Source: an optimization exercise on an open RTL-to-GDS flow (aim: small area, a short achievable clock period and few clock cycles per item). Production flows keep margins and buffers that such runs may drop.
In this exercise RTL edits were held to simulation tests only and were not proved equivalent to the original.
Power and IR drop assume default switching activity.

v6:
## hann_dft64
module hann_dft64 (
    input  wire               clk,
    input  wire               rst,
    input  wire               in_valid,
    output wire               in_ready,
    input  wire signed [15:0] in_data,
    output wire               out_valid,
    input  wire               out_ready,
    output wire signed [23:0] out_re,
    output wire signed [23:0] out_im
);
export LEC_CHECK = 0
export CAP_MARGIN = 20
export CORE_MARGIN = 2
export CORE_UTILIZATION = 35
export PLACE_DENSITY = 0.45
export SLEW_MARGIN = 20
create_clock -name core_clock -period 12.0 [get_ports {clk}]
standard.sh (not shown) runs the stock make flow with config.mk's settings and CLKGATE_MAP_FILE= SYNTH_SCRIPT=/design/flow/synth_recipe.tcl, a recipe that flattens the netlist after the stock synthesis.
==> flow/flow/run.sh <==
#!/bin/bash
# The standard layout (standard.sh: the standard synthesis and ORFS flow,
# unchanged), with a larger setup margin for ORFS's repair_timing so that the
# optimiser also works on paths that already meet the 12 ns clock.  The SDC,
# clock period and all constraints are the standard flow's own.
set -euo pipefail
export SETUP_SLACK_MARGIN=9
bash standard.sh > standard_flow.log 2>&1
v6: full flow OK, the timing, DRC and antenna checks passed
Testbench counts of v6, summed over its fixed seeds: cycles 3,536, frames 48.
The following lists how v7 was set up differently from v6:
==> flow/flow/run.sh <==
#!/bin/bash
# The standard layout (standard.sh), in two calls:
#  1. the standard synthesis, unchanged;
#  2. the rest of the ORFS flow with
#     - a larger setup margin for repair_timing, so that the optimiser also
#       works on paths that already meet the 12 ns clock,
#     - cell resizing not limited to cells of the same footprint,
#     - the slow delay buffer clkdlybuf4s50_1 not used (so the port buffers
#       that buffer_ports inserts are ordinary buffers).
# The SDC, clock period and all constraints are the standard flow's own.
set -euo pipefail
export SETUP_SLACK_MARGIN=7.5
bash standard.sh synth > flow_synth.log 2>&1
export DONT_USE_CELLS="sky130_fd_sc_hd__clkdlybuf4s50_1"
bash standard.sh MATCH_CELL_FOOTPRINT=0 finish > flow_layout.log 2>&1
## What came out
- v7 closes out successfully: all stages finished, all timing, DRC and antenna checks passed.
- On count of non-filler cells in the finished layout: between v6 and v7, it ends up lower for v7.
- Overall power, v6 and v7, higher one = v6.
- Going from v6 to v7, setup slack on the worst flop-to-flop path has decreased, simple-gate area share of the yosys netlist has remained practically unchanged.
- The higher slew at the pin with the worst max-slew slack of v6 and v7 is in v7.

== red ==
Starting RTL as in the previous note.
export LEC_CHECK = 0
export CAP_MARGIN = 20
export CORE_MARGIN = 2
export CORE_UTILIZATION = 35
export PLACE_DENSITY = 0.45
export SLEW_MARGIN = 20
create_clock -name core_clock -period 12.0 [get_ports {clk}]
run.sh (not shown) runs the stock make flow with config.mk's settings and CLKGATE_MAP_FILE= SYNTH_SCRIPT=/design/flow/synth_recipe.tcl, a recipe that flattens the netlist after the stock synthesis.
Stock flow here: none of the scripts above is used.
Testbench counts of red, summed over its fixed seeds: cycles 3,536, frames 48.
What blue does differently from red at the input level:
==> flow/flow/run.sh (new file) <==
#!/bin/bash
# The standard layout (standard.sh: the standard synthesis and ORFS flow,
# unchanged), with a larger setup margin for ORFS's repair_timing so that the
# optimiser also works on paths that already meet the 12 ns clock.  The SDC,
# clock period and all constraints are the standard flow's own.
set -euo pipefail
export SETUP_SLACK_MARGIN=7.5
bash standard.sh > standard_flow.log 2>&1
==> flow/standard.sh (new file) <==
#!/bin/bash
# synth_recipe.tcl (not shown) runs the flow's synth.tcl, then flattens the netlist and writes it again
# the make line also repeats each setting of config.mk as NAME=value (left out here)
make -C /OpenROAD-flow-scripts/flow DESIGN_CONFIG=/design/flow/config.mk WORK_HOME=/design/flow/orfs CLKGATE_MAP_FILE= SYNTH_SCRIPT=/design/flow/synth_recipe.tcl "${@:-finish}"
diff --git a/flow/config.mk b/flow/config.mk
--- a/flow/config.mk
+++ b/flow/config.mk
@@ -9,4 +9,4 @@
 export CORE_MARGIN = 2
-export CORE_UTILIZATION = 35
-export PLACE_DENSITY = 0.45
+export CORE_UTILIZATION = 55
+export PLACE_DENSITY = 0.65
 export SLEW_MARGIN = 20
removed: flow/run.sh
As of blue, total net switching power had fallen by a few percent compared to red. As of blue, power had fallen by a few percent compared to red. Comparing maximum resistive drop on vdd for red and blue, the smaller number came from red. Comparing red and blue, the higher multi-input combinational area share was measured on blue. The total area of multi-input combinational cells of red and that of blue are within noise of each other. [compare] base=red new=blue: antenna diode count now larger; floorplan die area went down by 36%. Looking at maximum cell stage delay along the critical path across red and blue, the one that comes out higher is red. From red to blue the numbers moved as follows: total non-filler cell area in the finished layout went down 1.7%, minimum setup slack in the final design went up 1330 ps. Between red and blue, the number of ports placed on the die boundary figures differ only marginally.
--- input diff blue..green ---
diff --git a/flow/config.mk b/flow/config.mk
--- a/flow/config.mk
+++ b/flow/config.mk
@@ -9,4 +9,4 @@
 export CORE_MARGIN = 2
-export CORE_UTILIZATION = 55
-export PLACE_DENSITY = 0.65
+export CORE_UTILIZATION = 35
+export PLACE_DENSITY = 0.45
 export SLEW_MARGIN = 20
==> run notes <==
Compare green and blue | clock-buffer cell count lower: blue. Against blue, green comes in about 30% higher on initial antenna violation count. green vs blue: last weighted congestion value of the routability-driven placer down by a little under 10%. As of green, global-route wire length before repair had risen by a little under 10% compared to blue.

-- separate check: timing with driven ports --
The results above use ideal ports. As a check the final layouts listed here were re-extracted and re-timed, cells and wires unchanged.
Step 1, drivers: a clkbuf_16 drives clk and a buf_2 each remaining input, both assumed.
Step 2, shift: input delay + t, output delay - t, t = (earliest + latest rising clock arrival at the registers) / 2. This alone moves slack from input paths to output paths.
a / b / c = no drivers / after step 1 / after step 2; a / b = the first two.
run	shift t [ns]	setup WS [ns]	latest minus earliest clock arrival (ns)	worst data-port slew with drivers (ns)
v6	1.222	7.729 / 7.659 / 7.729	0.121 / 0.121	0.10
v7	1.211	7.587 / 7.488 / 6.585	0.069 / 0.069	0.20
red	1.214	6.195 / 6.195 / 6.195	0.087 / 0.086	0.13
blue	1.161	7.520 / 7.393 / 6.594	0.063 / 0.063	0.10
green	1.215	7.548 / 7.422 / 6.331	0.107 / 0.106	0.20
After both steps every run listed still meets setup and hold. The setup slack of green, which loses most, moves by -0.126 ns with the drivers and by -1.217 ns with both steps.
